This is an optimization exercise on Yosys and OpenROAD, whose aim is small area and a short achievable clock period, not a production implementation.
The RTL was checked by simulation tests, not by an equivalence proof against the original design.
No activity file was given, so power comes from the tool's default toggle rates.

// zec
module zec (
    input  wire        clk,
    input  wire        rst,
    input  wire        t_valid,
    input  wire [39:0] t_cmd,
    output wire        t_ready,
    output reg         t_rsp_valid,
    output wire [39:0] t_rsp,
    input  wire        h_valid,
    input  wire [39:0] h_cmd,
    output wire        h_ready,
    output reg         h_rsp_valid,
    output wire [39:0] h_rsp,
    output reg         hnote
);
    localparam [2:0] ST_OK        = 3'd0;
    localparam [2:0] ST_EMPTY     = 3'd1;
    localparam [2:0] ST_FULL      = 3'd2;
    localparam [2:0] ST_NOT_READY = 3'd3;
    localparam [2:0] ST_VMISMATCH = 3'd4;
    localparam [2:0] ST_BAD_ARG   = 3'd5;
    localparam [2:0] ST_ILLEGAL   = 3'd6;
    reg [1:0]   hs;
    reg [7:0]   seq;
    reg         nen;
    reg         npend;
    reg         prio_t;
    reg [3:0]   rxh, rxt, txh, txt;
    reg [127:0] rxm;             
    reg [127:0] txm;
    reg [7:0]   zrun;
    reg [7:0]   zc;
    reg         esc;
    reg [31:0]  txcount, rxcount;
    reg [2:0]   r_st;
    reg [4:0]   r_lb;
    reg         r_rd;            
    reg [4:0]   r_ra;            
    reg         r_ssr, r_txc, r_rxc, r_drx, r_dtx;
    wire hs_on = |hs;
    wire fire  = npend & nen & hs_on;
    assign t_ready = ~rst & ~fire & ~(h_valid & ~prio_t);
    assign h_ready = ~rst & ~fire & ~(t_valid &  prio_t);
    wire gnt_t = t_valid & t_ready;
    wire gnt_h = h_valid & h_ready;
    wire [3:0] rxc   = rxh - rxt;
    wire [3:0] txc   = txh - txt;
    wire       rx_e  = (rxh == rxt);
    wire       tx_e  = (txh == txt);
    wire       rx_f  = (rxc == 4'd15);
    wire       rx_1  = (rxc == 4'd1);
    wire [3:0] txfree = ~txc;      
    wire [3:0] rxt1  = rxt + 4'd1;
  ...
Size: about 2,200 cells after synthesis, about 390 flip-flops, ~170 I/O pins, about 0.023 mm2 of cells after synthesis.
clock: 13.0 ns
lec_check: 0
cap_margin: 20
core_margin: 2
core_utilization: 60
slew_margin: 20
standard.sh (not shown) runs the stock make flow with config.mk's settings and CLKGATE_MAP_FILE= SYNTH_SCRIPT=/design/flow/synth_recipe.tcl, a recipe that flattens the netlist after the stock synthesis.
==> flow/flow/run.sh <==
#!/bin/bash
# Layout flow: the standard flow (standard.sh) with three changes:
# - plain buf_1 cells as the port buffers instead of the delay cells that
#   buffer_ports picks by default;
# - timing repair aimed further below the constraint;
# - a clock tree from smaller buffers in larger sink clusters, without dummy
#   loads.
set -euo pipefail
bash standard.sh \
  "BUFFER_PORTS_ARGS=-buffer_cell sky130_fd_sc_hd__buf_1" \
  SETUP_SLACK_MARGIN=7.5 \
  "CTS_ARGS=-sink_clustering_enable -repair_clock_nets -dont_use_dummy_load -sink_clustering_size 18 -sink_clustering_max_diameter 50 -buf_list {sky130_fd_sc_hd__clkbuf_8}" \
  finish > standard_flow.log 2>&1
The baseline completed with no timing, DRC or antenna violations.
Change:
==> flow/flow/run.sh (replaced) <==
#!/bin/bash
# Layout flow: the standard flow (standard.sh) with three changes:
# - plain buf_1 cells as the port buffers instead of the delay cells that
#   buffer_ports picks by default;
# - timing repair aimed further below the constraint;
# - a clock tree from smaller buffers, without dummy loads.
set -euo pipefail
bash standard.sh \
  "BUFFER_PORTS_ARGS=-buffer_cell sky130_fd_sc_hd__buf_1" \
  SETUP_SLACK_MARGIN=7 \
  "CTS_ARGS=-sink_clustering_enable -repair_clock_nets -dont_use_dummy_load -buf_list {sky130_fd_sc_hd__clkbuf_4 sky130_fd_sc_hd__clkbuf_8}" \
  finish > standard_flow.log 2>&1
--- a/flow/config.mk
+++ b/flow/config.mk
@@ -9,3 +9,3 @@
 export CORE_MARGIN = 2
-export CORE_UTILIZATION = 60
+export CORE_UTILIZATION = 40
 export SLEW_MARGIN = 20
=> The changed run passed the timing, DRC and antenna checks. First-iteration DRC count went down by 5.3%. Cell area went down by 0.39%. Worst setup slack is worse by 0.25 ns. Via count went down by 2.0%. Die area went up by 49%. Routed wire length went up by 1.6%. Total power went up by 11%. Global-route usage went down by 13 points. Cell count went up by 8.8%. Sequential cell count does not change. Synthesized area is unchanged.
Change:
--- a/flow/flow/run.sh
+++ b/flow/flow/run.sh
@@ -9,3 +9,3 @@
   "BUFFER_PORTS_ARGS=-buffer_cell sky130_fd_sc_hd__buf_1" \
-  SETUP_SLACK_MARGIN=7 \
+  SETUP_SLACK_MARGIN=7.3 \
   "CTS_ARGS=-sink_clustering_enable -repair_clock_nets -dont_use_dummy_load -buf_list {sky130_fd_sc_hd__clkbuf_4 sky130_fd_sc_hd__clkbuf_8}" \
--- a/flow/config.mk
+++ b/flow/config.mk
@@ -9,3 +9,3 @@
 export CORE_MARGIN = 2
-export CORE_UTILIZATION = 40
+export CORE_UTILIZATION = 60
 export SLEW_MARGIN = 20
Effect:
- cell area hardly moves
- count of clock-buffer cells in the layout went down by 2
- critical path depth went down by 7
- sequential share of layout area barely changes
- clock skew went down by 0.013 ns
- worst setup slack gains 0.21 ns
- utilization went up by 22 points
- routed wire length went down by about 1.4%
- first-iteration DRC count went up by about 30%
- synthesized area stays the same
- sequential power hardly moves
Change:
==> flow/flow/run.sh (replaced) <==
#!/bin/bash
# Layout flow: the standard flow (standard.sh), with plain buf_1 cells as
# the port buffers instead of the delay cells buffer_ports picks by default.
set -euo pipefail
bash standard.sh "BUFFER_PORTS_ARGS=-buffer_cell sky130_fd_sc_hd__buf_1" finish > standard_flow.log 2>&1
--- a/flow/config.mk
+++ b/flow/config.mk
@@ -9,3 +9,4 @@
 export CORE_MARGIN = 2
-export CORE_UTILIZATION = 60
+export CORE_UTILIZATION = 40
+export SETUP_SLACK_MARGIN = 5
 export SLEW_MARGIN = 20
Worst setup slack degrades by 1.0 ns.
Register-to-register slack degrades by 0.52 ns.
Hold slack degrades by 0.0038 ns.

-- re-timing with driven ports --
Ports are ideal in the flow. The routed layouts listed here were re-timed in OpenROAD. Step 1 sets driving cells, clkbuf_16 on the clock port and buf_2 on the other inputs (assumed; they add their load-dependent delay and slew). Step 2 times the ports against the registers' clock, not the clock port: input delays grow and output delays shrink by t, the midpoint of the rising clock arrivals with the driver on. Three values: ideal ports, drivers, drivers and shift; two values: the first two.
run	shift t [ns]	setup WS [ns]	worst setup path at the end	slew at the worst register clock pin (ns)
the first run	0.670	7.291 / 7.226 / 6.812	input to register	0.10 / 0.10
the second run	0.679	7.040 / 7.055 / 6.375	input to register	0.07 / 0.07
the third run	0.654	7.252 / 7.211 / 6.693	input to register	0.06 / 0.06
the fourth run	0.659	6.236 / 6.274 / 5.615	input to register	0.07 / 0.07
After both steps setup and hold are still met in every run listed. For the second run, which loses most, drivers alone change the setup slack by +0.015 ns; drivers and shift together by -0.665 ns.
